This is an optimization exercise on Yosys and OpenROAD, whose aim is small area, a short achievable clock period and few clock cycles per item, not a production implementation.
Only simulation tests tie the RTL to the original design; equivalence was not proved.

==> flow/design.v (outline; a module is shown in full before it is edited, if it fits) <==
// module sstv_tone_alu: 3193 lines
module sstv_tone_alu (
    input  wire        clk,
    input  wire        rst,
    input  wire        in_valid,
    output wire        in_ready,
    input  wire [1:0]  in_op,
    input  wire [31:0] in_a,
    input  wire [37:0] in_b,
    output wire        out_valid,
    input  wire        out_ready,
    output wire [31:0] out_res,
    output wire [37:0] out_n
);
  // ...
==> flow/run.sh <==
#!/bin/bash
# synth_recipe.tcl (not shown) runs the flow's synth.tcl, then flattens the netlist and writes it again
# the make line also repeats each setting of config.mk as NAME=value (left out here)
make -C /OpenROAD-flow-scripts/flow DESIGN_CONFIG=/design/flow/config.mk WORK_HOME=/design/flow/orfs CLKGATE_MAP_FILE= SYNTH_SCRIPT=/design/flow/synth_recipe.tcl finish
==> flow/config.mk <==
export PLATFORM = sky130hd
export DESIGN_NAME = sstv_tone_alu
export DESIGN_NICKNAME = sstv_tone_alu
export VERILOG_FILES = /design/flow/design.v
export SDC_FILE = /design/flow/constraint.sdc
export NUM_CORES = 4
export LEC_CHECK = 0
export CAP_MARGIN = 20
export CORE_MARGIN = 2
export CORE_UTILIZATION = 40
export PLACE_DENSITY = 0.6
export SLEW_MARGIN = 20
==> flow/constraint.sdc <==
create_clock -name core_clock -period 18.0 [get_ports {clk}]
set_input_delay 3.6000 -clock core_clock [delete_from_list [all_inputs] [get_ports {clk}]]
set_output_delay 3.6000 -clock core_clock [all_outputs]
set_load 0.01 [all_outputs]
==> results.py, run 1 <==
metrics = {
    "clock_tree": {
        "clkTransAtPathRegs_ns": 0.06,
        "ctsResizeCount": 0,
    },
    "floorplanning": {
        "io_pins": 148,
        "start_util": 0.4029,
        "die_y_um": 329.4,
    },
    "sta": {
        "tightest_slew_ns": 1.154,
        "hold_viol_final": 0,
        "relSlewSlack": 0.2259,
        "setup_viol": 0,
        "max_freq_mhz": 144.5,
    },
    "finish": {
        "diodes": 0,
        "final_net_count": 4733,
        "reg_top3": "ns1 x40, m2 x39, nc1 x39",
        "drive_gt1_frac": 0.07879,
    },
    "placed_design": {
        "place_congestion": 1.024,
        "numPortBuffers": 147,
    },
    "logic_synthesis": {
        "synth.area.mux_share": 0.03560,
        "synthTopCellsByCount": "inv_1 (613), fa_1 (516), edfxtp_1 (440)",
    },
    "drt": {
        "drtIter0Drc": 3013,
        "drt-met1-wl_mm": 60.84,
    },
    "setup_path": {
        "critPathSlowestCell": "edfxtp_1",
    },
    "status": {
        "status": "no timing/DRC/antenna violations",
    },
}
Testbench counts, summed over its fixed seeds: cycles 5,768, items 4,312.
==> run 2, diff against run 1 <==
--- a/flow/design.v
+++ b/flow/design.v
@@ -19,20 +19,20 @@
     reg [37:0] b_q;
     reg [3:0]  cnt;
     reg        acc_on;      
     reg        rdy_q;       
     reg [7:0]  bd;          
     reg        v1;
     reg        pix1;
     reg        scale1;
+    reg        early1;      
     reg        blend1;
     reg [39:0] ns1;
     reg [39:0] nc1;
-    reg        cin1;
     reg [37:0] h1;
     reg        v2;
     reg        pix2;
     reg [37:0] n2;
     reg [38:0] m2;
     reg        v3;
     reg        pix3;
     reg        clamp3;
@@ -41,33 +41,82 @@
     reg [14:0] ml3;
     reg        vo;
     reg [31:0] res_o;
     reg [37:0] n_o;
     reg        vk;
     reg [31:0] res_k;
     reg [37:0] n_k;
     wire adv   = ~vk;
-    wire last  = scale0 ? (cnt == 4'd3) : (cnt == 4'd15);
+    wire last  = scale0 ? (cnt == 4'd3 | (cnt == 4'd2 & b_q[15:8] == 8'd0)) : (cnt == 4'd15);
     wire ld    = adv & rdy_q;        
     wire it    = adv & ~rdy_q;       
     wire vk_n   = (~vo | out_ready) ? 1'b0 : (adv & v3) ? 1'b1 : vk;
     wire v0_n   = ld ? in_valid : v0;
     wire pix0_n = ld ? in_pix : pix0;
-    wire last_n = ld ? 1'b0 : it ? (scale0 ? (cnt == 4'd2) : (cnt == 4'd14)) : last;
+    wire last_n = ld ? 1'b0 : it ? (scale0 ? (cnt == 4'd2 | (cnt == 4'd1 & b_q[23:16] == 8'd0)) : (cnt == 4'd14)) : last;
     wire rdy_n  = ~vk_n & (~v0_n | pix0_n | last_n);
     assign in_ready  = rdy_q;
     assign out_valid = vo;
     assign out_res   = res_o;
     assign out_n     = n_o;
     wire in_pix = ~(in_op[0] ^ in_op[1]);
     wire pixs = pix0;
     wire [31:0] acc_a = ns1[39:8] & {32{acc_on}};
     wire [31:0] acc_b = nc1[39:8] & {32{acc_on}};
-    wire        acc_c = cin1 & acc_on;
+    wire        acc_c = lo_c & acc_on;
+    wire lap0 = ns1[0] ^ nc1[0];
+    wire lag0 = ns1[0] & nc1[0];
+    wire lap1 = ns1[1] ^ nc1[1];
+    wire lag1 = ns1[1] & nc1[1];
+    wire lap2 = ns1[2] ^ nc1[2];
+    wire lag2 = ns1[2] & nc1[2];
+    wire lap3 = ns1[3] ^ nc1[3];
+    wire lag3 = ns1[3] & nc1[3];
+    wire lap4 = ns1[4] ^ nc1[4];
+    wire lag4 = ns1[4] & nc1[4];
+    wire lap5 = ns1[5] ^ nc1[5];
+    wire lag5 = ns1[5] & nc1[5];
+    wire lap6 = ns1[6] ^ nc1[6];
+    wire lag6 = ns1[6] & nc1[6];
+    wire lap7 = ns1[7] ^ nc1[7];
+    wire lag7 = ns1[7] & nc1[7];
+    wire laG1 = lag1 | (lap1 & lag0);
+    wire laP1 = lap1 & lap0;
+    wire laG2 = lag3 | (lap3 & lag2);
+    wire laP2 = lap3 & lap2;
+    wire laG3 = lag5 | (lap5 & lag4);
+    wire laP3 = lap5 & lap4;
+    wire laG4 = lag7 | (lap7 & lag6);
+    wire laP4 = lap7 & lap6;
+    wire laG5 = lag2 | (lap2 & laG1);
+    wire laP5 = lap2 & laP1;
+    wire laG6 = laG2 | (laP2 & laG1);
+    wire laP6 = laP2 & laP1;
+    wire laG7 = lag6 | (lap6 & laG3);
+    wire laP7 = lap6 & laP3;
+    wire laG8 = laG4 | (laP4 & laG3);
+    wire laP8 = laP4 & laP3;
+    wire laG9 = lag4 | (lap4 & laG6);
+    wire laP9 = lap4 & laP6;
+    wire laG10 = laG3 | (laP3 & laG6);
+    wire laP10 = laP3 & laP6;
+    wire laG11 = laG7 | (laP7 & laG6);
+    wire laP11 = laP7 & laP6;
+    wire laG12 = laG8 | (laP8 & laG6);
+    wire laP12 = laP8 & laP6;
+    wire las1 = lap1 ^ lag0;
+    wire las2 = lap2 ^ laG1;
+    wire las3 = lap3 ^ laG5;
+    wire las4 = lap4 ^ laG6;
+    wire las5 = lap5 ^ laG9;
+    wire las6 = lap6 ^ laG10;
+    wire las7 = lap7 ^ laG11;
+    wire [7:0] lo = {las7, las6, las5, las4, las3, las2, las1, lap0};
+    wire       lo_c = laG12;
     wire tp1 = (a_q[0] & bd[0]);
     wire tp2 = acc_a[0];
     wire tp3 = acc_b[0];
     wire tp4 = acc_c;
     wire tp5 = ((sel_ry | sel_by) & ~a_q[16]) | (sel_y & a_q[8]) | (a_q[1] & bd[0]);
     wire tp6 = ((sel_ry | sel_by) & ~a_q[0]) | (a_q[0] & bd[1]);
     wire tp7 = acc_a[1];
     wire tp8 = acc_b[1];
@@ -957,313 +1006,28 @@
     wire at561 = at410 ^ at485 ^ at484;
     wire at562 = (at410 & at485) | (at484 & (at410 ^ at485));
     wire at563 = at412 ^ at487 ^ at486;
     wire at564 = (at412 & at487) | (at486 & (at412 ^ at487));
     wire at565 = tp331 ^ at488;
     wire at566 = tp331 & at488;
     wire [39:0] ta = {at566, at565, at563, at561, at559, at557, at555, at553, at551, at549, at547, at545, at543, at541, at539, at537, at535, at533, at531, at529, at527, at525, at523, at521, at519, at517, at515, at513, at511, at509, at507, at505, at503, at501, at499, at497, at495, at493, at491, at413};
     wire [39:0] tb = {1'b0, at564, at562, at560, at558, at556, at554, at552, at550, at548, at546, at544, at542, at540, at538, at536, at534, at532, at530, at528, at526, at524, at522, at520, at518, at516, at514, at512, at510, at508, at506, at504, at502, at500, at498, at496, at494, at492, at490, at489};
-    wire lap0 = ta[0] ^ tb[0];
-    wire lag0 = ta[0] & tb[0];
-    wire lap1 = ta[1] ^ tb[1];
-    wire lag1 = ta[1] & tb[1];
-    wire lap2 = ta[2] ^ tb[2];
-    wire lag2 = ta[2] & tb[2];
-    wire lap3 = ta[3] ^ tb[3];
-    wire lag3 = ta[3] & tb[3];
-    wire lap4 = ta[4] ^ tb[4];
-    wire lag4 = ta[4] & tb[4];
-    wire lap5 = ta[5] ^ tb[5];
-    wire lag5 = ta[5] & tb[5];
-    wire lap6 = ta[6] ^ tb[6];
-    wire lag6 = ta[6] & tb[6];
-    wire lap7 = ta[7] ^ tb[7];
-    wire lag7 = ta[7] & tb[7];
-    wire laG1 = lag1 | (lap1 & lag0);
-    wire laP1 = lap1 & lap0;
-    wire laG2 = lag3 | (lap3 & lag2);
-    wire laP2 = lap3 & lap2;
-    wire laG3 = lag5 | (lap5 & lag4);
-    wire laP3 = lap5 & lap4;
-    wire laG4 = lag7 | (lap7 & lag6);
-    wire laP4 = lap7 & lap6;
-    wire laG5 = lag2 | (lap2 & laG1);
-    wire laP5 = lap2 & laP1;
-    wire laG6 = laG2 | (laP2 & laG1);
-    wire laP6 = laP2 & laP1;
-    wire laG7 = lag6 | (lap6 & laG3);
-    wire laP7 = lap6 & laP3;
-    wire laG8 = laG4 | (laP4 & laG3);
-    wire laP8 = laP4 & laP3;
-    wire laG9 = lag4 | (lap4 & laG6);
-    wire laP9 = lap4 & laP6;
-    wire laG10 = laG3 | (laP3 & laG6);
-    wire laP10 = laP3 & laP6;
-    wire laG11 = laG7 | (laP7 & laG6);
-    wire laP11 = laP7 & laP6;
-    wire laG12 = laG8 | (laP8 & laG6);
-    wire laP12 = laP8 & laP6;
-    wire las1 = lap1 ^ lag0;
-    wire las2 = lap2 ^ laG1;
-    wire las3 = lap3 ^ laG5;
-    wire las4 = lap4 ^ laG6;
-    wire las5 = lap5 ^ laG9;
-    wire las6 = lap6 ^ laG10;
-    wire las7 = lap7 ^ laG11;
-    wire [7:0] lo = {las7, las6, las5, las4, las3, las2, las1, lap0};
-    wire       lo_c = laG12;
     wire [15:0] dw = b_q[15:0];
     wire [15:0] r0 = b_q[31:16];       
     wire [31:0] q0 = a_q;
     wire [16:0] t0 = {r0, q0[31]};
-    wire [16:0] nw0 = {1'b1, ~dw};
-    wire dv0p0 = t0[0] ^ nw0[0];
-    wire dv0g0 = (t0[0] & nw0[0]) | (dv0p0 & 1'b1);
-    wire dv0p1 = t0[1] ^ nw0[1];
-    wire dv0g1 = t0[1] & nw0[1];
-    wire dv0p2 = t0[2] ^ nw0[2];
-    wire dv0g2 = t0[2] & nw0[2];
-    wire dv0p3 = t0[3] ^ nw0[3];
-    wire dv0g3 = t0[3] & nw0[3];
-    wire dv0p4 = t0[4] ^ nw0[4];
-    wire dv0g4 = t0[4] & nw0[4];
-    wire dv0p5 = t0[5] ^ nw0[5];
-    wire dv0g5 = t0[5] & nw0[5];
-    wire dv0p6 = t0[6] ^ nw0[6];
-    wire dv0g6 = t0[6] & nw0[6];
-    wire dv0p7 = t0[7] ^ nw0[7];
-    wire dv0g7 = t0[7] & nw0[7];
-    wire dv0p8 = t0[8] ^ nw0[8];
-    wire dv0g8 = t0[8] & nw0[8];
-    wire dv0p9 = t0[9] ^ nw0[9];
-    wire dv0g9 = t0[9] & nw0[9];
-    wire dv0p10 = t0[10] ^ nw0[10];
-    wire dv0g10 = t0[10] & nw0[10];
-    wire dv0p11 = t0[11] ^ nw0[11];
-    wire dv0g11 = t0[11] & nw0[11];
-    wire dv0p12 = t0[12] ^ nw0[12];
-    wire dv0g12 = t0[12] & nw0[12];
-    wire dv0p13 = t0[13] ^ nw0[13];
-    wire dv0g13 = t0[13] & nw0[13];
-    wire dv0p14 = t0[14] ^ nw0[14];
-    wire dv0g14 = t0[14] & nw0[14];
-    wire dv0p15 = t0[15] ^ nw0[15];
-    wire dv0g15 = t0[15] & nw0[15];
-    wire dv0p16 = t0[16] ^ nw0[16];
-    wire dv0g16 = t0[16] & nw0[16];
-    wire dv0G1 = dv0g1 | (dv0p1 & dv0g0);
-    wire dv0P1 = dv0p1 & dv0p0;
-    wire dv0G2 = dv0g3 | (dv0p3 & dv0g2);
-    wire dv0P2 = dv0p3 & dv0p2;
-    wire dv0G3 = dv0g5 | (dv0p5 & dv0g4);
-    wire dv0P3 = dv0p5 & dv0p4;
-    wire dv0G4 = dv0g7 | (dv0p7 & dv0g6);
-    wire dv0P4 = dv0p7 & dv0p6;
-    wire dv0G5 = dv0g9 | (dv0p9 & dv0g8);
-    wire dv0P5 = dv0p9 & dv0p8;
-    wire dv0G6 = dv0g11 | (dv0p11 & dv0g10);
-    wire dv0P6 = dv0p11 & dv0p10;
-    wire dv0G7 = dv0g13 | (dv0p13 & dv0g12);
-    wire dv0P7 = dv0p13 & dv0p12;
-    wire dv0G8 = dv0g15 | (dv0p15 & dv0g14);
-    wire dv0P8 = dv0p15 & dv0p14;
-    wire dv0G9 = dv0g2 | (dv0p2 & dv0G1);
-    wire dv0P9 = dv0p2 & dv0P1;
-    wire dv0G10 = dv0G2 | (dv0P2 & dv0G1);
-    wire dv0P10 = dv0P2 & dv0P1;
-    wire dv0G11 = dv0g6 | (dv0p6 & dv0G3);
-    wire dv0P11 = dv0p6 & dv0P3;
-    wire dv0G12 = dv0G4 | (dv0P4 & dv0G3);
-    wire dv0P12 = dv0P4 & dv0P3;
-    wire dv0G13 = dv0g10 | (dv0p10 & dv0G5);
-    wire dv0P13 = dv0p10 & dv0P5;
-    wire dv0G14 = dv0G6 | (dv0P6 & dv0G5);
-    wire dv0P14 = dv0P6 & dv0P5;
-    wire dv0G15 = dv0g14 | (dv0p14 & dv0G7);
-    wire dv0P15 = dv0p14 & dv0P7;
-    wire dv0G16 = dv0G8 | (dv0P8 & dv0G7);
-    wire dv0P16 = dv0P8 & dv0P7;
-    wire dv0G17 = dv0g4 | (dv0p4 & dv0G10);
-    wire dv0P17 = dv0p4 & dv0P10;
-    wire dv0G18 = dv0G3 | (dv0P3 & dv0G10);
-    wire dv0P18 = dv0P3 & dv0P10;
-    wire dv0G19 = dv0G11 | (dv0P11 & dv0G10);
-    wire dv0P19 = dv0P11 & dv0P10;
-    wire dv0G20 = dv0G12 | (dv0P12 & dv0G10);
-    wire dv0P20 = dv0P12 & dv0P10;
-    wire dv0G21 = dv0g12 | (dv0p12 & dv0G14);
-    wire dv0P21 = dv0p12 & dv0P14;
-    wire dv0G22 = dv0G7 | (dv0P7 & dv0G14);
-    wire dv0P22 = dv0P7 & dv0P14;
-    wire dv0G23 = dv0G15 | (dv0P15 & dv0G14);
-    wire dv0P23 = dv0P15 & dv0P14;
-    wire dv0G24 = dv0G16 | (dv0P16 & dv0G14);
-    wire dv0P24 = dv0P16 & dv0P14;
-    wire dv0G25 = dv0g8 | (dv0p8 & dv0G20);
-    wire dv0P25 = dv0p8 & dv0P20;
-    wire dv0G26 = dv0G5 | (dv0P5 & dv0G20);
-    wire dv0P26 = dv0P5 & dv0P20;
-    wire dv0G27 = dv0G13 | (dv0P13 & dv0G20);
-    wire dv0P27 = dv0P13 & dv0P20;
-    wire dv0G28 = dv0G14 | (dv0P14 & dv0G20);
-    wire dv0P28 = dv0P14 & dv0P20;
-    wire dv0G29 = dv0G21 | (dv0P21 & dv0G20);
-    wire dv0P29 = dv0P21 & dv0P20;
-    wire dv0G30 = dv0G22 | (dv0P22 & dv0G20);
-    wire dv0P30 = dv0P22 & dv0P20;
-    wire dv0G31 = dv0G23 | (dv0P23 & dv0G20);
-    wire dv0P31 = dv0P23 & dv0P20;
-    wire dv0G32 = dv0G24 | (dv0P24 & dv0G20);
-    wire dv0P32 = dv0P24 & dv0P20;
-    wire dv0G33 = dv0g16 | (dv0p16 & dv0G32);
-    wire dv0P33 = dv0p16 & dv0P32;
-    wire dv0s0 = dv0p0 ^ 1'b1;
-    wire dv0s1 = dv0p1 ^ dv0g0;
-    wire dv0s2 = dv0p2 ^ dv0G1;
-    wire dv0s3 = dv0p3 ^ dv0G9;
-    wire dv0s4 = dv0p4 ^ dv0G10;
-    wire dv0s5 = dv0p5 ^ dv0G17;
-    wire dv0s6 = dv0p6 ^ dv0G18;
-    wire dv0s7 = dv0p7 ^ dv0G19;
-    wire dv0s8 = dv0p8 ^ dv0G20;
-    wire dv0s9 = dv0p9 ^ dv0G25;
-    wire dv0s10 = dv0p10 ^ dv0G26;
-    wire dv0s11 = dv0p11 ^ dv0G27;
-    wire dv0s12 = dv0p12 ^ dv0G28;
-    wire dv0s13 = dv0p13 ^ dv0G29;
-    wire dv0s14 = dv0p14 ^ dv0G30;
-    wire dv0s15 = dv0p15 ^ dv0G31;
-    wire dv0s16 = dv0p16 ^ dv0G32;
-    wire [15:0] d0 = {dv0s15, dv0s14, dv0s13, dv0s12, dv0s11, dv0s10, dv0s9, dv0s8, dv0s7, dv0s6, dv0s5, dv0s4, dv0s3, dv0s2, dv0s1, dv0s0};
-    wire        g0 = dv0G33;           
-    wire [15:0] r1 = g0 ? d0 : t0[15:0];
+    wire [16:0] d0 = t0 - {1'b0, dw};
+    wire        g0 = t0[16] | ~d0[16];
+    wire [15:0] r1 = g0 ? d0[15:0] : t0[15:0];
     wire [31:0] q1 = {q0[30:0], g0};
     wire [16:0] t1 = {r1, q1[31]};
-    wire [16:0] nw1 = {1'b1, ~dw};
-    wire dv1p0 = t1[0] ^ nw1[0];
-    wire dv1g0 = (t1[0] & nw1[0]) | (dv1p0 & 1'b1);
-    wire dv1p1 = t1[1] ^ nw1[1];
-    wire dv1g1 = t1[1] & nw1[1];
-    wire dv1p2 = t1[2] ^ nw1[2];
-    wire dv1g2 = t1[2] & nw1[2];
-    wire dv1p3 = t1[3] ^ nw1[3];
-    wire dv1g3 = t1[3] & nw1[3];
-    wire dv1p4 = t1[4] ^ nw1[4];
-    wire dv1g4 = t1[4] & nw1[4];
-    wire dv1p5 = t1[5] ^ nw1[5];
-    wire dv1g5 = t1[5] & nw1[5];
-    wire dv1p6 = t1[6] ^ nw1[6];
-    wire dv1g6 = t1[6] & nw1[6];
-    wire dv1p7 = t1[7] ^ nw1[7];
-    wire dv1g7 = t1[7] & nw1[7];
-    wire dv1p8 = t1[8] ^ nw1[8];
-    wire dv1g8 = t1[8] & nw1[8];
-    wire dv1p9 = t1[9] ^ nw1[9];
-    wire dv1g9 = t1[9] & nw1[9];
-    wire dv1p10 = t1[10] ^ nw1[10];
-    wire dv1g10 = t1[10] & nw1[10];
-    wire dv1p11 = t1[11] ^ nw1[11];
-    wire dv1g11 = t1[11] & nw1[11];
-    wire dv1p12 = t1[12] ^ nw1[12];
-    wire dv1g12 = t1[12] & nw1[12];
-    wire dv1p13 = t1[13] ^ nw1[13];
-    wire dv1g13 = t1[13] & nw1[13];
-    wire dv1p14 = t1[14] ^ nw1[14];
-    wire dv1g14 = t1[14] & nw1[14];
-    wire dv1p15 = t1[15] ^ nw1[15];
-    wire dv1g15 = t1[15] & nw1[15];
-    wire dv1p16 = t1[16] ^ nw1[16];
-    wire dv1g16 = t1[16] & nw1[16];
-    wire dv1G1 = dv1g1 | (dv1p1 & dv1g0);
-    wire dv1P1 = dv1p1 & dv1p0;
-    wire dv1G2 = dv1g3 | (dv1p3 & dv1g2);
-    wire dv1P2 = dv1p3 & dv1p2;
-    wire dv1G3 = dv1g5 | (dv1p5 & dv1g4);
-    wire dv1P3 = dv1p5 & dv1p4;
-    wire dv1G4 = dv1g7 | (dv1p7 & dv1g6);
-    wire dv1P4 = dv1p7 & dv1p6;
-    wire dv1G5 = dv1g9 | (dv1p9 & dv1g8);
-    wire dv1P5 = dv1p9 & dv1p8;
-    wire dv1G6 = dv1g11 | (dv1p11 & dv1g10);
-    wire dv1P6 = dv1p11 & dv1p10;
-    wire dv1G7 = dv1g13 | (dv1p13 & dv1g12);
-    wire dv1P7 = dv1p13 & dv1p12;
-    wire dv1G8 = dv1g15 | (dv1p15 & dv1g14);
-    wire dv1P8 = dv1p15 & dv1p14;
-    wire dv1G9 = dv1g2 | (dv1p2 & dv1G1);
-    wire dv1P9 = dv1p2 & dv1P1;
-    wire dv1G10 = dv1G2 | (dv1P2 & dv1G1);
-    wire dv1P10 = dv1P2 & dv1P1;
-    wire dv1G11 = dv1g6 | (dv1p6 & dv1G3);
-    wire dv1P11 = dv1p6 & dv1P3;
-    wire dv1G12 = dv1G4 | (dv1P4 & dv1G3);
-    wire dv1P12 = dv1P4 & dv1P3;
-    wire dv1G13 = dv1g10 | (dv1p10 & dv1G5);
-    wire dv1P13 = dv1p10 & dv1P5;
-    wire dv1G14 = dv1G6 | (dv1P6 & dv1G5);
-    wire dv1P14 = dv1P6 & dv1P5;
-    wire dv1G15 = dv1g14 | (dv1p14 & dv1G7);
-    wire dv1P15 = dv1p14 & dv1P7;
-    wire dv1G16 = dv1G8 | (dv1P8 & dv1G7);
-    wire dv1P16 = dv1P8 & dv1P7;
-    wire dv1G17 = dv1g4 | (dv1p4 & dv1G10);
-    wire dv1P17 = dv1p4 & dv1P10;
-    wire dv1G18 = dv1G3 | (dv1P3 & dv1G10);
-    wire dv1P18 = dv1P3 & dv1P10;
-    wire dv1G19 = dv1G11 | (dv1P11 & dv1G10);
-    wire dv1P19 = dv1P11 & dv1P10;
-    wire dv1G20 = dv1G12 | (dv1P12 & dv1G10);
-    wire dv1P20 = dv1P12 & dv1P10;
-    wire dv1G21 = dv1g12 | (dv1p12 & dv1G14);
-    wire dv1P21 = dv1p12 & dv1P14;
-    wire dv1G22 = dv1G7 | (dv1P7 & dv1G14);
-    wire dv1P22 = dv1P7 & dv1P14;
-    wire dv1G23 = dv1G15 | (dv1P15 & dv1G14);
-    wire dv1P23 = dv1P15 & dv1P14;
-    wire dv1G24 = dv1G16 | (dv1P16 & dv1G14);
-    wire dv1P24 = dv1P16 & dv1P14;
-    wire dv1G25 = dv1g8 | (dv1p8 & dv1G20);
-    wire dv1P25 = dv1p8 & dv1P20;
-    wire dv1G26 = dv1G5 | (dv1P5 & dv1G20);
-    wire dv1P26 = dv1P5 & dv1P20;
-    wire dv1G27 = dv1G13 | (dv1P13 & dv1G20);
-    wire dv1P27 = dv1P13 & dv1P20;
-    wire dv1G28 = dv1G14 | (dv1P14 & dv1G20);
-    wire dv1P28 = dv1P14 & dv1P20;
-    wire dv1G29 = dv1G21 | (dv1P21 & dv1G20);
-    wire dv1P29 = dv1P21 & dv1P20;
-    wire dv1G30 = dv1G22 | (dv1P22 & dv1G20);
-    wire dv1P30 = dv1P22 & dv1P20;
-    wire dv1G31 = dv1G23 | (dv1P23 & dv1G20);
-    wire dv1P31 = dv1P23 & dv1P20;
-    wire dv1G32 = dv1G24 | (dv1P24 & dv1G20);
-    wire dv1P32 = dv1P24 & dv1P20;
-    wire dv1G33 = dv1g16 | (dv1p16 & dv1G32);
-    wire dv1P33 = dv1p16 & dv1P32;
-    wire dv1s0 = dv1p0 ^ 1'b1;
-    wire dv1s1 = dv1p1 ^ dv1g0;
-    wire dv1s2 = dv1p2 ^ dv1G1;
-    wire dv1s3 = dv1p3 ^ dv1G9;
-    wire dv1s4 = dv1p4 ^ dv1G10;
-    wire dv1s5 = dv1p5 ^ dv1G17;
-    wire dv1s6 = dv1p6 ^ dv1G18;
-    wire dv1s7 = dv1p7 ^ dv1G19;
-    wire dv1s8 = dv1p8 ^ dv1G20;
-    wire dv1s9 = dv1p9 ^ dv1G25;
-    wire dv1s10 = dv1p10 ^ dv1G26;
-    wire dv1s11 = dv1p11 ^ dv1G27;
-    wire dv1s12 = dv1p12 ^ dv1G28;
-    wire dv1s13 = dv1p13 ^ dv1G29;
-    wire dv1s14 = dv1p14 ^ dv1G30;
-    wire dv1s15 = dv1p15 ^ dv1G31;
-    wire dv1s16 = dv1p16 ^ dv1G32;
-    wire [15:0] d1 = {dv1s15, dv1s14, dv1s13, dv1s12, dv1s11, dv1s10, dv1s9, dv1s8, dv1s7, dv1s6, dv1s5, dv1s4, dv1s3, dv1s2, dv1s1, dv1s0};
-    wire        g1 = dv1G33;           
-    wire [15:0] r2 = g1 ? d1 : t1[15:0];
+    wire [16:0] d1 = t1 - {1'b0, dw};
+    wire        g1 = t1[16] | ~d1[16];
+    wire [15:0] r2 = g1 ? d1[15:0] : t1[15:0];
     wire [31:0] q2 = {q1[30:0], g1};
     wire nap0 = ns1[0] ^ nc1[0];
     wire nag0 = ns1[0] & nc1[0];
     wire nap1 = ns1[1] ^ nc1[1];
     wire nag1 = ns1[1] & nc1[1];
     wire nap2 = ns1[2] ^ nc1[2];
     wire nag2 = ns1[2] & nc1[2];
     wire nap3 = ns1[3] ^ nc1[3];
@@ -1557,129 +1321,272 @@
     wire nas33 = nap33 ^ naG88;
     wire nas34 = nap34 ^ naG89;
     wire nas35 = nap35 ^ naG90;
     wire nas36 = nap36 ^ naG91;
     wire nas37 = nap37 ^ naG92;
     wire [37:0] n_full = {nas37, nas36, nas35, nas34, nas33, nas32, nas31, nas30, nas29, nas28, nas27, nas26, nas25, nas24, nas23, nas22, nas21, nas20, nas19, nas18, nas17, nas16, nas15, nas14, nas13, nas12, nas11, nas10, nas9, nas8, nas7, nas6, nas5, nas4, nas3, nas2, nas1, nap0};
     wire [38:0] bx = ns1[38:0] ^ nc1[38:0] ^ {1'b0, h1};
     wire [38:0] by = (ns1[38:0] & nc1[38:0]) | ({1'b0, h1} & (ns1[38:0] ^ nc1[38:0]));
-    wire sap0 = ns1[8] ^ nc1[8];
-    wire sag0 = (ns1[8] & nc1[8]) | (sap0 & cin1);
-    wire sap1 = ns1[9] ^ nc1[9];
-    wire sag1 = ns1[9] & nc1[9];
-    wire sap2 = ns1[10] ^ nc1[10];
-    wire sag2 = ns1[10] & nc1[10];
-    wire sap3 = ns1[11] ^ nc1[11];
-    wire sag3 = ns1[11] & nc1[11];
-    wire sap4 = ns1[12] ^ nc1[12];
-    wire sag4 = ns1[12] & nc1[12];
-    wire sap5 = ns1[13] ^ nc1[13];
-    wire sag5 = ns1[13] & nc1[13];
-    wire sap6 = ns1[14] ^ nc1[14];
-    wire sag6 = ns1[14] & nc1[14];
-    wire sap7 = ns1[15] ^ nc1[15];
-    wire sag7 = ns1[15] & nc1[15];
-    wire sap8 = ns1[16] ^ nc1[16];
-    wire sag8 = ns1[16] & nc1[16];
-    wire sap9 = ns1[17] ^ nc1[17];
-    wire sag9 = ns1[17] & nc1[17];
-    wire sap10 = ns1[18] ^ nc1[18];
-    wire sag10 = ns1[18] & nc1[18];
-    wire sap11 = ns1[19] ^ nc1[19];
-    wire sag11 = ns1[19] & nc1[19];
-    wire sap12 = ns1[20] ^ nc1[20];
-    wire sag12 = ns1[20] & nc1[20];
-    wire sap13 = ns1[21] ^ nc1[21];
-    wire sag13 = ns1[21] & nc1[21];
-    wire sap14 = ns1[22] ^ nc1[22];
-    wire sag14 = ns1[22] & nc1[22];
-    wire sap15 = ns1[23] ^ nc1[23];
-    wire sag15 = ns1[23] & nc1[23];
+    wire sap0 = ns1[0] ^ nc1[0];
+    wire sag0 = ns1[0] & nc1[0];
+    wire sap1 = ns1[1] ^ nc1[1];
+    wire sag1 = ns1[1] & nc1[1];
+    wire sap2 = ns1[2] ^ nc1[2];
+    wire sag2 = ns1[2] & nc1[2];
+    wire sap3 = ns1[3] ^ nc1[3];
+    wire sag3 = ns1[3] & nc1[3];
+    wire sap4 = ns1[4] ^ nc1[4];
+    wire sag4 = ns1[4] & nc1[4];
+    wire sap5 = ns1[5] ^ nc1[5];
+    wire sag5 = ns1[5] & nc1[5];
+    wire sap6 = ns1[6] ^ nc1[6];
+    wire sag6 = ns1[6] & nc1[6];
+    wire sap7 = ns1[7] ^ nc1[7];
+    wire sag7 = ns1[7] & nc1[7];
+    wire sap8 = ns1[8] ^ nc1[8];
+    wire sag8 = ns1[8] & nc1[8];
+    wire sap9 = ns1[9] ^ nc1[9];
+    wire sag9 = ns1[9] & nc1[9];
+    wire sap10 = ns1[10] ^ nc1[10];
+    wire sag10 = ns1[10] & nc1[10];
+    wire sap11 = ns1[11] ^ nc1[11];
+    wire sag11 = ns1[11] & nc1[11];
+    wire sap12 = ns1[12] ^ nc1[12];
+    wire sag12 = ns1[12] & nc1[12];
+    wire sap13 = ns1[13] ^ nc1[13];
+    wire sag13 = ns1[13] & nc1[13];
+    wire sap14 = ns1[14] ^ nc1[14];
+    wire sag14 = ns1[14] & nc1[14];
+    wire sap15 = ns1[15] ^ nc1[15];
+    wire sag15 = ns1[15] & nc1[15];
+    wire sap16 = ns1[16] ^ nc1[16];
+    wire sag16 = ns1[16] & nc1[16];
+    wire sap17 = ns1[17] ^ nc1[17];
+    wire sag17 = ns1[17] & nc1[17];
+    wire sap18 = ns1[18] ^ nc1[18];
+    wire sag18 = ns1[18] & nc1[18];
+    wire sap19 = ns1[19] ^ nc1[19];
+    wire sag19 = ns1[19] & nc1[19];
+    wire sap20 = ns1[20] ^ nc1[20];
+    wire sag20 = ns1[20] & nc1[20];
+    wire sap21 = ns1[21] ^ nc1[21];
+    wire sag21 = ns1[21] & nc1[21];
+    wire sap22 = ns1[22] ^ nc1[22];
+    wire sag22 = ns1[22] & nc1[22];
+    wire sap23 = ns1[23] ^ nc1[23];
+    wire sag23 = ns1[23] & nc1[23];
+    wire sap24 = ns1[24] ^ nc1[24];
+    wire sag24 = ns1[24] & nc1[24];
+    wire sap25 = ns1[25] ^ nc1[25];
+    wire sag25 = ns1[25] & nc1[25];
+    wire sap26 = ns1[26] ^ nc1[26];
+    wire sag26 = ns1[26] & nc1[26];
+    wire sap27 = ns1[27] ^ nc1[27];
+    wire sag27 = ns1[27] & nc1[27];
+    wire sap28 = ns1[28] ^ nc1[28];
+    wire sag28 = ns1[28] & nc1[28];
+    wire sap29 = ns1[29] ^ nc1[29];
+    wire sag29 = ns1[29] & nc1[29];
+    wire sap30 = ns1[30] ^ nc1[30];
+    wire sag30 = ns1[30] & nc1[30];
+    wire sap31 = ns1[31] ^ nc1[31];
+    wire sag31 = ns1[31] & nc1[31];
     wire saG1 = sag1 | (sap1 & sag0);
     wire saP1 = sap1 & sap0;
     wire saG2 = sag3 | (sap3 & sag2);
     wire saP2 = sap3 & sap2;
     wire saG3 = sag5 | (sap5 & sag4);
     wire saP3 = sap5 & sap4;
     wire saG4 = sag7 | (sap7 & sag6);
     wire saP4 = sap7 & sap6;
     wire saG5 = sag9 | (sap9 & sag8);
     wire saP5 = sap9 & sap8;
     wire saG6 = sag11 | (sap11 & sag10);
     wire saP6 = sap11 & sap10;
     wire saG7 = sag13 | (sap13 & sag12);
     wire saP7 = sap13 & sap12;
     wire saG8 = sag15 | (sap15 & sag14);
     wire saP8 = sap15 & sap14;
-    wire saG9 = sag2 | (sap2 & saG1);
-    wire saP9 = sap2 & saP1;
-    wire saG10 = saG2 | (saP2 & saG1);
-    wire saP10 = saP2 & saP1;
-    wire saG11 = sag6 | (sap6 & saG3);
-    wire saP11 = sap6 & saP3;
-    wire saG12 = saG4 | (saP4 & saG3);
-    wire saP12 = saP4 & saP3;
-    wire saG13 = sag10 | (sap10 & saG5);
-    wire saP13 = sap10 & saP5;
-    wire saG14 = saG6 | (saP6 & saG5);
-    wire saP14 = saP6 & saP5;
-    wire saG15 = sag14 | (sap14 & saG7);
-    wire saP15 = sap14 & saP7;
-    wire saG16 = saG8 | (saP8 & saG7);
-    wire saP16 = saP8 & saP7;
-    wire saG17 = sag4 | (sap4 & saG10);
-    wire saP17 = sap4 & saP10;
-    wire saG18 = saG3 | (saP3 & saG10);
-    wire saP18 = saP3 & saP10;
-    wire saG19 = saG11 | (saP11 & saG10);
-    wire saP19 = saP11 & saP10;
-    wire saG20 = saG12 | (saP12 & saG10);
-    wire saP20 = saP12 & saP10;
-    wire saG21 = sag12 | (sap12 & saG14);
-    wire saP21 = sap12 & saP14;
-    wire saG22 = saG7 | (saP7 & saG14);
-    wire saP22 = saP7 & saP14;
-    wire saG23 = saG15 | (saP15 & saG14);
-    wire saP23 = saP15 & saP14;
-    wire saG24 = saG16 | (saP16 & saG14);
-    wire saP24 = saP16 & saP14;
-    wire saG25 = sag8 | (sap8 & saG20);
-    wire saP25 = sap8 & saP20;
-    wire saG26 = saG5 | (saP5 & saG20);
-    wire saP26 = saP5 & saP20;
-    wire saG27 = saG13 | (saP13 & saG20);
-    wire saP27 = saP13 & saP20;
-    wire saG28 = saG14 | (saP14 & saG20);
-    wire saP28 = saP14 & saP20;
-    wire saG29 = saG21 | (saP21 & saG20);
-    wire saP29 = saP21 & saP20;
-    wire saG30 = saG22 | (saP22 & saG20);
-    wire saP30 = saP22 & saP20;
-    wire saG31 = saG23 | (saP23 & saG20);
-    wire saP31 = saP23 & saP20;
-    wire saG32 = saG24 | (saP24 & saG20);
-    wire saP32 = saP24 & saP20;
-    wire sas0 = sap0 ^ cin1;
+    wire saG9 = sag17 | (sap17 & sag16);
+    wire saP9 = sap17 & sap16;
+    wire saG10 = sag19 | (sap19 & sag18);
+    wire saP10 = sap19 & sap18;
+    wire saG11 = sag21 | (sap21 & sag20);
+    wire saP11 = sap21 & sap20;
+    wire saG12 = sag23 | (sap23 & sag22);
+    wire saP12 = sap23 & sap22;
+    wire saG13 = sag25 | (sap25 & sag24);
+    wire saP13 = sap25 & sap24;
+    wire saG14 = sag27 | (sap27 & sag26);
+    wire saP14 = sap27 & sap26;
+    wire saG15 = sag29 | (sap29 & sag28);
+    wire saP15 = sap29 & sap28;
+    wire saG16 = sag31 | (sap31 & sag30);
+    wire saP16 = sap31 & sap30;
+    wire saG17 = sag2 | (sap2 & saG1);
+    wire saP17 = sap2 & saP1;
+    wire saG18 = saG2 | (saP2 & saG1);
+    wire saP18 = saP2 & saP1;
+    wire saG19 = sag6 | (sap6 & saG3);
+    wire saP19 = sap6 & saP3;
+    wire saG20 = saG4 | (saP4 & saG3);
+    wire saP20 = saP4 & saP3;
+    wire saG21 = sag10 | (sap10 & saG5);
+    wire saP21 = sap10 & saP5;
+    wire saG22 = saG6 | (saP6 & saG5);
+    wire saP22 = saP6 & saP5;
+    wire saG23 = sag14 | (sap14 & saG7);
+    wire saP23 = sap14 & saP7;
+    wire saG24 = saG8 | (saP8 & saG7);
+    wire saP24 = saP8 & saP7;
+    wire saG25 = sag18 | (sap18 & saG9);
+    wire saP25 = sap18 & saP9;
+    wire saG26 = saG10 | (saP10 & saG9);
+    wire saP26 = saP10 & saP9;
+    wire saG27 = sag22 | (sap22 & saG11);
+    wire saP27 = sap22 & saP11;
+    wire saG28 = saG12 | (saP12 & saG11);
+    wire saP28 = saP12 & saP11;
+    wire saG29 = sag26 | (sap26 & saG13);
+    wire saP29 = sap26 & saP13;
+    wire saG30 = saG14 | (saP14 & saG13);
+    wire saP30 = saP14 & saP13;
+    wire saG31 = sag30 | (sap30 & saG15);
+    wire saP31 = sap30 & saP15;
+    wire saG32 = saG16 | (saP16 & saG15);
+    wire saP32 = saP16 & saP15;
+    wire saG33 = sag4 | (sap4 & saG18);
+    wire saP33 = sap4 & saP18;
+    wire saG34 = saG3 | (saP3 & saG18);
+    wire saP34 = saP3 & saP18;
+    wire saG35 = saG19 | (saP19 & saG18);
+    wire saP35 = saP19 & saP18;
+    wire saG36 = saG20 | (saP20 & saG18);
+    wire saP36 = saP20 & saP18;
+    wire saG37 = sag12 | (sap12 & saG22);
+    wire saP37 = sap12 & saP22;
+    wire saG38 = saG7 | (saP7 & saG22);
+    wire saP38 = saP7 & saP22;
+    wire saG39 = saG23 | (saP23 & saG22);
+    wire saP39 = saP23 & saP22;
+    wire saG40 = saG24 | (saP24 & saG22);
+    wire saP40 = saP24 & saP22;
+    wire saG41 = sag20 | (sap20 & saG26);
+    wire saP41 = sap20 & saP26;
+    wire saG42 = saG11 | (saP11 & saG26);
+    wire saP42 = saP11 & saP26;
+    wire saG43 = saG27 | (saP27 & saG26);
+    wire saP43 = saP27 & saP26;
+    wire saG44 = saG28 | (saP28 & saG26);
+    wire saP44 = saP28 & saP26;
+    wire saG45 = sag28 | (sap28 & saG30);
+    wire saP45 = sap28 & saP30;
+    wire saG46 = saG15 | (saP15 & saG30);
+    wire saP46 = saP15 & saP30;
+    wire saG47 = saG31 | (saP31 & saG30);
+    wire saP47 = saP31 & saP30;
+    wire saG48 = saG32 | (saP32 & saG30);
+    wire saP48 = saP32 & saP30;
+    wire saG49 = sag8 | (sap8 & saG36);
+    wire saP49 = sap8 & saP36;
+    wire saG50 = saG5 | (saP5 & saG36);
+    wire saP50 = saP5 & saP36;
+    wire saG51 = saG21 | (saP21 & saG36);
+    wire saP51 = saP21 & saP36;
+    wire saG52 = saG22 | (saP22 & saG36);
+    wire saP52 = saP22 & saP36;
+    wire saG53 = saG37 | (saP37 & saG36);
+    wire saP53 = saP37 & saP36;
+    wire saG54 = saG38 | (saP38 & saG36);
+    wire saP54 = saP38 & saP36;
+    wire saG55 = saG39 | (saP39 & saG36);
+    wire saP55 = saP39 & saP36;
+    wire saG56 = saG40 | (saP40 & saG36);
+    wire saP56 = saP40 & saP36;
+    wire saG57 = sag24 | (sap24 & saG44);
+    wire saP57 = sap24 & saP44;
+    wire saG58 = saG13 | (saP13 & saG44);
+    wire saP58 = saP13 & saP44;
+    wire saG59 = saG29 | (saP29 & saG44);
+    wire saP59 = saP29 & saP44;
+    wire saG60 = saG30 | (saP30 & saG44);
+    wire saP60 = saP30 & saP44;
+    wire saG61 = saG45 | (saP45 & saG44);
+    wire saP61 = saP45 & saP44;
+    wire saG62 = saG46 | (saP46 & saG44);
+    wire saP62 = saP46 & saP44;
+    wire saG63 = saG47 | (saP47 & saG44);
+    wire saP63 = saP47 & saP44;
+    wire saG64 = saG48 | (saP48 & saG44);
+    wire saP64 = saP48 & saP44;
+    wire saG65 = sag16 | (sap16 & saG56);
+    wire saP65 = sap16 & saP56;
+    wire saG66 = saG9 | (saP9 & saG56);
+    wire saP66 = saP9 & saP56;
+    wire saG67 = saG25 | (saP25 & saG56);
+    wire saP67 = saP25 & saP56;
+    wire saG68 = saG26 | (saP26 & saG56);
+    wire saP68 = saP26 & saP56;
+    wire saG69 = saG41 | (saP41 & saG56);
+    wire saP69 = saP41 & saP56;
+    wire saG70 = saG42 | (saP42 & saG56);
+    wire saP70 = saP42 & saP56;
+    wire saG71 = saG43 | (saP43 & saG56);
+    wire saP71 = saP43 & saP56;
+    wire saG72 = saG44 | (saP44 & saG56);
+    wire saP72 = saP44 & saP56;
+    wire saG73 = saG57 | (saP57 & saG56);
+    wire saP73 = saP57 & saP56;
+    wire saG74 = saG58 | (saP58 & saG56);
+    wire saP74 = saP58 & saP56;
+    wire saG75 = saG59 | (saP59 & saG56);
+    wire saP75 = saP59 & saP56;
+    wire saG76 = saG60 | (saP60 & saG56);
+    wire saP76 = saP60 & saP56;
+    wire saG77 = saG61 | (saP61 & saG56);
+    wire saP77 = saP61 & saP56;
+    wire saG78 = saG62 | (saP62 & saG56);
+    wire saP78 = saP62 & saP56;
+    wire saG79 = saG63 | (saP63 & saG56);
+    wire saP79 = saP63 & saP56;
+    wire saG80 = saG64 | (saP64 & saG56);
+    wire saP80 = saP64 & saP56;
     wire sas1 = sap1 ^ sag0;
     wire sas2 = sap2 ^ saG1;
-    wire sas3 = sap3 ^ saG9;
-    wire sas4 = sap4 ^ saG10;
-    wire sas5 = sap5 ^ saG17;
-    wire sas6 = sap6 ^ saG18;
-    wire sas7 = sap7 ^ saG19;
-    wire sas8 = sap8 ^ saG20;
-    wire sas9 = sap9 ^ saG25;
-    wire sas10 = sap10 ^ saG26;
-    wire sas11 = sap11 ^ saG27;
-    wire sas12 = sap12 ^ saG28;
-    wire sas13 = sap13 ^ saG29;
-    wire sas14 = sap14 ^ saG30;
-    wire sas15 = sap15 ^ saG31;
-    wire [15:0] ssum = {sas15, sas14, sas13, sas12, sas11, sas10, sas9, sas8, sas7, sas6, sas5, sas4, sas3, sas2, sas1, sas0};
+    wire sas3 = sap3 ^ saG17;
+    wire sas4 = sap4 ^ saG18;
+    wire sas5 = sap5 ^ saG33;
+    wire sas6 = sap6 ^ saG34;
+    wire sas7 = sap7 ^ saG35;
+    wire sas8 = sap8 ^ saG36;
+    wire sas9 = sap9 ^ saG49;
+    wire sas10 = sap10 ^ saG50;
+    wire sas11 = sap11 ^ saG51;
+    wire sas12 = sap12 ^ saG52;
+    wire sas13 = sap13 ^ saG53;
+    wire sas14 = sap14 ^ saG54;
+    wire sas15 = sap15 ^ saG55;
+    wire sas16 = sap16 ^ saG56;
+    wire sas17 = sap17 ^ saG65;
+    wire sas18 = sap18 ^ saG66;
+    wire sas19 = sap19 ^ saG67;
+    wire sas20 = sap20 ^ saG68;
+    wire sas21 = sap21 ^ saG69;
+    wire sas22 = sap22 ^ saG70;
+    wire sas23 = sap23 ^ saG71;
+    wire sas24 = sap24 ^ saG72;
+    wire sas25 = sap25 ^ saG73;
+    wire sas26 = sap26 ^ saG74;
+    wire sas27 = sap27 ^ saG75;
+    wire sas28 = sap28 ^ saG76;
+    wire sas29 = sap29 ^ saG77;
+    wire sas30 = sap30 ^ saG78;
+    wire sas31 = sap31 ^ saG79;
+    wire [31:0] ssum = {sas31, sas30, sas29, sas28, sas27, sas26, sas25, sas24, sas23, sas22, sas21, sas20, sas19, sas18, sas17, sas16, sas15, sas14, sas13, sas12, sas11, sas10, sas9, sas8, sas7, sas6, sas5, sas4, sas3, sas2, sas1, sap0};
     wire map0 = bx[0] ^ 1'b0;
     wire mag0 = bx[0] & 1'b0;
     wire map1 = bx[1] ^ by[0];
     wire mag1 = bx[1] & by[0];
     wire map2 = bx[2] ^ by[1];
     wire mag2 = bx[2] & by[1];
     wire map3 = bx[3] ^ by[2];
     wire mag3 = bx[3] & by[2];
@@ -1980,17 +1887,17 @@
     wire mas33 = map33 ^ maG90;
     wire mas34 = map34 ^ maG91;
     wire mas35 = map35 ^ maG92;
     wire mas36 = map36 ^ maG93;
     wire mas37 = map37 ^ maG94;
     wire mas38 = map38 ^ maG95;
     wire [38:0] msum = {mas38, mas37, mas36, mas35, mas34, mas33, mas32, mas31, mas30, mas29, mas28, mas27, mas26, mas25, mas24, mas23, mas22, mas21, mas20, mas19, mas18, mas17, mas16, mas15, mas14, mas13, mas12, mas11, mas10, mas9, mas8, mas7, mas6, mas5, mas4, mas3, mas2, mas1, map0};
     wire [38:0] m_b  = blend1 ? msum : {n_full, 1'b0};
-    wire [37:0] n_b  = pix1 ? n_full : scale1 ? {6'd0, ssum, h1[15:0]} : h1;
+    wire [37:0] n_b  = pix1 ? n_full : scale1 ? {6'd0, early1 ? ssum : {ssum[23:0], h1[7:0]}} : h1;
     wire clamp = m2 >= 39'd510000000000;
     wire ct1 = ~m2[31] ^ ~m2[29];
     wire ct2 = ~m2[31] & ~m2[29];
     wire ct3 = ~m2[32] ^ ~m2[30] ^ m2[28];
     wire ct4 = (~m2[32] & ~m2[30]) | (m2[28] & (~m2[32] ^ ~m2[30]));
     wire ct5 = ~m2[33] ^ ~m2[31] ^ m2[29];
     wire ct6 = (~m2[33] & ~m2[31]) | (m2[29] & (~m2[33] ^ ~m2[31]));
     wire ct7 = ~m2[34] ^ ~m2[32] ^ m2[30];
@@ -3162,21 +3069,21 @@
                     b_q[31:0] <= {lo, b_q[31:8]};
                 end else begin
                     a_q <= q2;
                     b_q[31:16] <= r2;
                 end
             end
             pix1   <= pix0;
             scale1 <= scale0;
+            early1 <= cnt != 4'd3;
             blend1 <= a_q[26];
             ns1    <= ta;
             nc1    <= tb;
-            cin1   <= lo_c;
-            h1     <= pix0 ? b_q : scale0 ? {22'd0, lo, b_q[31:24]} : {6'd0, q2};
+            h1     <= pix0 ? b_q : scale0 ? {30'd0, lo} : {6'd0, q2};
             pix2 <= pix1;
             n2   <= n_b;
             m2   <= m_b;
             pix3   <= pix2;
             clamp3 <= clamp;
             n3     <= n2;
             q3     <= q0p;
             ml3    <= m2[14:0];
==> flow/flow/run.sh (new file) <==
#!/bin/bash
# Standard layout, with three changes:
# - between synthesis and floorplan, flow/fapol.py picks the polarity of each
#   full-adder cell so that fewer inverters sit between full adders (a full
#   adder is self-dual); registers and every other cell are left as the
#   standard synthesis made them;
# - timing repair aims for 13.2 ns of setup slack at the design's 18 ns clock
#   (the constraints themselves are unchanged);
# - the port buffers are plain buffers (sky130_fd_sc_hd__buf_1) instead of
#   delay buffers.
set -euo pipefail
R=orfs/results/${FLOW_PLATFORM}/sstv_tone_alu/base
bash standard.sh synth > synth.log 2>&1
cp "$R/1_2_yosys.v" "$R/1_2_yosys.std.v"
python3 flow/fapol.py "$R/1_2_yosys.std.v" "$R/1_2_yosys.v" > fapol.log 2>&1
rm -f "$R/1_synth.odb" "$R/1_synth.sdc"
export SETUP_SLACK_MARGIN=13.2
export BUFFER_PORTS_ARGS="-buffer_cell sky130_fd_sc_hd__buf_1"
bash standard.sh > layout.log 2>&1
==> flow/flow/fapol.py (new file) <==
#!/usr/bin/env python3
"""Remove inverters between full adders of a flat sky130hd Yosys netlist.

A full adder is self-dual: FA(~a, ~b, ~c) = (~sum, ~cout).  This script
chooses, for every full-adder cell, whether it computes its signals in true
or complemented form, so that as few inverters as possible are needed, and
rewrites the netlist.  Registers, ports and every other cell are untouched;
the function at every register input and output port is unchanged.

usage: fapol.py IN.v OUT.v
"""
import re
import sys
import collections

src = open(sys.argv[1]).read()

cell_re = re.compile(r'^(\s*)(sky130_fd_sc_hd__\w+)\s+(\S+)\s*\((.*?)\);\n', re.S | re.M)
pin_re = re.compile(r'\.(\w+)\(([^()]*)\)')
OUTP = {'X', 'Y', 'SUM', 'COUT', 'Q', 'Q_N', 'HI', 'LO'}

cells = []
for m in cell_re.finditer(src):
    typ, name, body = m.group(2), m.group(3), m.group(4)
    pins = [(p, n.strip()) for p, n in pin_re.findall(body)]
    cells.append({'type': typ, 'name': name, 'pins': pins, 'span': m.span()})

# module ports
hdr = re.search(r'module\s+\w+\s*\((.*?)\);', src, re.S)
outputs = set()
for m in re.finditer(r'^\s*output\s+(\[\d+:\d+\]\s*)?(\S+)\s*;', src, re.M):
    rng, nm = m.group(1), m.group(2)
    if rng:
        hi, lo = map(int, re.findall(r'\d+', rng))
        for i in range(lo, hi + 1):
            outputs.add(f'{nm}[{i}]')
    else:
        outputs.add(nm)


def esc(n):
    return n + ' ' if n.startswith('\\') else n


def is_inv(c):
    return re.match(r'sky130_fd_sc_hd__(inv|clkinv)_\d+$', c['type']) is not None


def is_fa(c):
    return re.match(r'sky130_fd_sc_hd__fa_\d+$', c['type']) is not None


driver = {}
loads = collections.defaultdict(list)   # net -> [(cell index, pin)]
for ci, c in enumerate(cells):
    for p, n in c['pins']:
        if p in OUTP:
            driver[n] = (ci, p)
        else:
            loads[n].append((ci, p))


def norm(n):
    # "\b_q[23] " style names keep their form; outputs listed as out_res[3]
    return n


# signal classes: follow inverter chains back to a root net
root = {}
par = {}


def find(n):
    if n in root:
        return root[n], par[n]
    d = driver.get(n)
    if d is not None and is_inv(cells[d[0]]):
        a = dict(cells[d[0]]['pins'])['A']
        r, p = find(a)
        root[n], par[n] = r, p ^ 1
    else:
        root[n], par[n] = n, 0
    return root[n], par[n]


allnets = set(driver) | set(loads)
for n in allnets:
    find(n)

# consumers of each class: (kind, cell index or net, pin, required parity w.r.t. root)
cons = collections.defaultdict(list)
for n in allnets:
    r, p = root[n], par[n]
    for ci, pin in loads[n]:
        if is_inv(cells[ci]):
            continue
        cons[r].append((ci, pin, p))
    if n in outputs or ('\\' + n) in outputs or n.replace('\\', '').strip() in outputs:
        cons[r].append((None, n, p))

fa_idx = [ci for ci, c in enumerate(cells) if is_fa(c)]
x = {ci: 0 for ci in fa_idx}
drv_fa = {}
for r in cons:
    d = driver.get(r)
    if d is not None and is_fa(cells[d[0]]):
        drv_fa[r] = d[0]


def need(r):
    f = drv_fa.get(r)
    base = x[f] if f is not None else 0
    for ci, pin, p in cons[r]:
        q = p ^ base ^ (x[ci] if ci is not None and ci in x else 0)
        if q:
            return 1
    return 0


# classes touched by flipping each FA
touch = collections.defaultdict(set)
for r in cons:
    if r in drv_fa:
        touch[drv_fa[r]].add(r)
    for ci, pin, p in cons[r]:
        if ci is not None and ci in x:
            touch[ci].add(r)

before = sum(need(r) for r in cons)
improved = True
rounds = 0
while improved and rounds < 50:
    improved = False
    rounds += 1
    for f in fa_idx:
        cs = touch[f]
        old = sum(need(r) for r in cs)
        x[f] ^= 1
        new = sum(need(r) for r in cs)
        if new < old:
            improved = True
        else:
            x[f] ^= 1
after = sum(need(r) for r in cons)
print(f'inverted classes: {before} -> {after} ({rounds} rounds)', file=sys.stderr)

# ----------------------------------------------------------------------
# rebuild: every class r has a true net (its root name) and, if needed,
# a complement net driven by one inverter.
# ----------------------------------------------------------------------
newcells = []      # (type, name, pins)
compl_name = {}
inv_names = [cells[ci]['name'] for ci, c in enumerate(cells) if is_inv(c)]
inv_types = {}
extra = 0
new_wires = []


def cname(r):
    global extra
    if r not in compl_name:
        extra += 1
        nm = f'_fapol_{extra}_'
        compl_name[r] = nm
        new_wires.append(nm)
    return compl_name[r]


# net that carries (root value ^ q) as seen physically: for a flipped driver
# the driver pin produces root ^ 1
def phys(r, q):
    """name of a net carrying value(root) ^ q"""
    f = drv_fa.get(r)
    flipped = x[f] if f is not None else 0
    # the driver output net carries root ^ flipped.  keep root name on the
    # driver output; if flipped, the name r carries ~value.
    if q == flipped:
        return r
    return cname(r)


pin_map = {}   # (ci, pin) -> new net
for r in cons:
    for ci, pin, p in cons[r]:
        if ci is None:
            continue
        q = p ^ (x[ci] if ci in x else 0)
        pin_map[(ci, pin)] = phys(r, q)

# output ports: they must carry their original value; port net name n
# equals some class member; if the physical net differs, drive the port
# through a buffer-free rename is impossible, so insert an inverter or keep.
port_fix = []
for r in cons:
    for ci, pin, p in cons[r]:
        if ci is None:
            n = pin
            want = phys(r, p)
            if want != n:
                port_fix.append((n, want))

# inverters needed: for each class with a complement net, one inverter
# from the driver net to the complement net
inv_needed = []
for r, nm in compl_name.items():
    inv_needed.append((r, nm))

# now emit: drop all old inverters, re-pin other cells
out = []
last = 0
n_inv = 0
for ci, c in enumerate(cells):
    s, e = c['span']
    out.append(src[last:s])
    last = e
    if is_inv(c):
        continue
    pins = []
    for p, n in c['pins']:
        if p in OUTP:
            pins.append((p, n))
        else:
            pins.append((p, pin_map.get((ci, p), n)))
    ind = re.match(r'\s*', src[s:e]).group(0)
    body = ',\n'.join(f'    .{p}({esc(n)})' for p, n in pins)
    out.append(f'{ind}{c["type"]} {c["name"]} (\n{body}\n  );\n')
tail = src[last:]
# complement nets and their inverters
decl = ''.join(f'  wire {w};\n' for w in new_wires)
invs = ''
k = 0
for r, nm in inv_needed:
    k += 1
    invs += f'  sky130_fd_sc_hd__inv_1 _fapol_inv_{k}_ (\n    .A({esc(r)}),\n    .Y({esc(nm)})\n  );\n'
# ports driven by a complement: the port net name must stay; an output port
# that now would need the other polarity gets an inverter from the class net
for n, want in port_fix:
    raise SystemExit(f'port {n} needs rewiring: not handled')
body = ''.join(out)
m = re.search(r'\n(\s*)wire ', body)
body = body[:m.start() + 1] + decl + body[m.start() + 1:]
body = body + ''
tail = tail.replace('endmodule', invs + 'endmodule', 1)
open(sys.argv[2], 'w').write(body + tail)
print(f'inverters: {len(inv_names)} -> {k}', file=sys.stderr)
==> flow/standard.sh (new file) <==
#!/bin/bash
# synth_recipe.tcl (not shown) runs the flow's synth.tcl, then flattens the netlist and writes it again
# the make line also repeats each setting of config.mk as NAME=value (left out here)
make -C /OpenROAD-flow-scripts/flow DESIGN_CONFIG=/design/flow/config.mk WORK_HOME=/design/flow/orfs CLKGATE_MAP_FILE= SYNTH_SCRIPT=/design/flow/synth_recipe.tcl "${@:-finish}"
==> flow/config.mk (replaced) <==
export PLATFORM = sky130hd
export DESIGN_NAME = sstv_tone_alu
export DESIGN_NICKNAME = sstv_tone_alu
export VERILOG_FILES = /design/flow/design.v
export SDC_FILE = /design/flow/constraint.sdc
export NUM_CORES = 4
export LEC_CHECK = 0
export CAP_MARGIN = 20
export CORE_MARGIN = 2
export CORE_UTILIZATION = 60
export CTS_BUF_LIST = sky130_fd_sc_hd__clkbuf_4 sky130_fd_sc_hd__clkbuf_8
export PLACE_DENSITY = 0.75
export SLEW_MARGIN = 20
removed: flow/run.sh
==> results.py, run 2 <==
metrics = {
    "sta": {
        "tightest_slew_ns": 1.254,
        "rsz0062_at_grt": "yes",
        "fin_skew_ns": 0.04953,
        "relSlewSlack": 0.1643,
        "max_freq_mhz": 182.5,
        "hold_viol_final": 0,
        "fin_crit_ns": 5.481,
        "period_share": 0.3045,
        "setup_viol": 0,
        "fin_tns_setup_ns": 0,
        "maxSlewViolCount": 0,
    },
    "logic_synthesis": {
        "syn_inst": 3538,
        "syn_area_per_cell_um2": 11.60,
        "yosys_warnings": 1,
        "synth_fp_nets": 4356,
        "mappedNetlistArea_um2": 41030,
    },
    "finish": {
        "drive_gt1_frac": 0.2047,
        "area.growth.synth_to_final_pct": 15.61,
        "top_register": "ns1",
        "final_net_count": 4646,
        "layout_commonest_cell": "fa_1",
        "reg_top3": "ns1 x40, m2 x39, nc1 x39",
        "largest_register_ffs": 40,
        "final_cell_mix": "fa_1 (482), edfxtp_1 (440), inv_1 (294), nand2_1 (241), ha_1 (226)",
    },
    "floorplanning": {
        "num_rows": 95,
        "io_pins": 148,
        "start_util": 0.6089,
        "dieArea_um2": 70500,
        "die_width_um": 265.5,
        "core-area_um2": 67400,
        "die_y_um": 265.5,
    },
    "setup_path": {
        "cp_max_fo": 7,
        "critPathKind": "reg -> reg",
        "critPathRequiredTime_ns": 18.47,
        "worstPathArrival_ns": 5.95,
        "critPathLaunchType": "flip-flop",
        "r2r_end": "q3[26]$_DFFE_PN_",
        "endpoint_kind": "flip-flop",
        "r2r-start": "m2[38]$_DFFE_PN_",
        "startpoint": "m2[38]$_DFFE_PN_",
        "ff2ff_path_depth": 17,
        "reg2reg_slack_ns": 12.52,
    },
    "drt": {
        "wl_met2_mm": 68.22,
        "vias": 32069,
        "wl_mm": 154.2,
        "wire_per_inst_um": 32.25,
        "drc": 0,
        "viasPerCell": 6.708,
        "drtIter0Drc": 3812,
        "met3_length_mm": 18.18,
        "drt_pass1_iterations": 8,
        "ant_nets": 0,
        "top_layer_used": "met5",
        "drt-met1-wl_mm": 53.83,
    },
    "global_route": {
        "grt_pass1_vias": 32562,
        "grt_antenna_before_repair": 10,
        "grtUsageTotal": 0.4348,
        "grt_max_degree": 104,
        "grt_overflow": 0,
        "grt_pass1_wl_mm": 218.1,
    },
    "clock_tree": {
        "htree_levels": 3,
        "root_buffer": "clkbuf_8",
        "clock_latency_ns": 0.74,
        "cts_sinks": 517,
        "numCtsBuffers": 86,
        "cts_tree": "done",
        "clockBufferDepth": 3,
        "clkTransAtPathRegs_ns": 0.07,
    },
    "status": {
        "status": "no timing/DRC/antenna violations",
    },
    "hold_path": {
        "worstHoldStart": "n2[21]$_DFFE_PN_",
        "min_delay_path_depth": 0,
        "hold_end": "n3[21]$_DFFE_PN_",
        "hp-class": "reg -> reg",
    },
    "placed_design": {
        "place_congestion": 1.055,
        "numPortBuffers": 147,
        "dp_hpwl_mm": 110.6,
    },
    "flow_run": {
        "cap_violations": 0,
    },
}
-- run 2: worst max path at each step --
stage                              to  depth (start not counted)
finish               q3[26]$_DFFE_PN_                         17
global route         q3[26]$_DFFE_PN_                         18
CTS                  q3[25]$_DFFE_PN_                         18
detailed placement  b_q[16]$_DFFE_PN_                         23
global placement    b_q[16]$_DFFE_PN_                         23
floorplan            q3[26]$_DFFE_PN_                         17
-- run 2: worst max-delay path, cell delays in order, from the launching register on --
cell and delay [ns]:
edfxtp_1 0.44, buf_4 0.19, inv_4 0.12, fa_1 0.46, fa_1 0.54, fa_1 0.44
fa_2 0.56, fa_2 0.46, ha_4 0.30, and4_4 0.24, nand4_1 0.20, a211oi_4 0.30
o211a_1 0.22, o2111ai_2 0.16, a31oi_2 0.29, nor2_2 0.07, a21oi_2 0.16, inv_1 0.05
-- run 2: layer usage --
layer	vias up	global-route usage
met5	-	0
met4	6	0.3136
met3	733	0.1324
met2	2368	0.6670
met1	15725	0.5243
li1	13237	-
-- run 2: layout make-up --
type | count | area (µm²)
multi-input cells | 2518 | 25540
fillers | 4743 | 19960
flip-flops and latches | 517 | 14770
repair buffers | 387 | 2925
clock buffers | 120 | 1526
inverters | 318 | 1229
well taps | 873 | 1092
clock inverters | 38 | 332.8
diodes | 10 | 25.02
-- run 2: per-stage QoR --
| step | instance area, µm² | instances | util | setup slack, ns | hold slack (ns) |
|---|---|---|---|---|---|
| after floorplan | 41200 | 3538 | - | 12.97 | 0.4003 |
| after global placement | 42710 | 4450 | 0.6338 | 11.82 | 0.4009 |
| after detailed placement | 42710 | 4450 | 0.6338 | 11.73 | 0.4045 |
| after CTS | 46460 | 4714 | 0.6894 | 12.64 | 0.4101 |
| after global routing | 47420 | 4774 | 0.7036 | 12.36 | 0.4234 |
| final | 47440 | 4781 | 0.7039 | 12.52 | 0.4119 |
-- run 2: repair_timing --
action | CTS | global route
endpoints found under the setup margin | 220 | 198
hold buffers | 0 | 0
resized for setup | 291 | 169
pin swaps | 104 | 93
gates cloned | 7 | 0
buffers inserted | 99 | 55
Testbench counts of run 2, summed over its fixed seeds: cycles 5,616, items 4,312.

separate check: timing with driven ports:
The flow's constraints put no driver on any port. The routed layouts listed below were extracted and timed again, unchanged, in two steps. Step 1 (the two cells are an assumption about what drives the block):
set clk [get_ports {clk}]
set_driving_cell -lib_cell sky130_fd_sc_hd__clkbuf_16 $clk
set_driving_cell -lib_cell sky130_fd_sc_hd__buf_2 [delete_from_list [all_inputs] $clk]
Step 2 moves the port delays by t, midway between the first and last clock arrival at a register: inputs arrive t later, outputs are due t later. That takes back most of the time a late clock gives input paths. Three values: no drivers, after step 1, after step 2; two values: the first two.
run	shift t [ns]	slack for setup (ns)	worst setup path at the end	worst register clock-pin slew, ns	worst slew at a driven data input, ns
run 1	0.750	11.080 / 11.080 / 11.080	register to register	0.08 / 0.08	0.16
run 2	0.783	12.519 / 12.519 / 12.519	register to register	0.07 / 0.07	0.21
After both steps setup and hold are still met in every run listed.
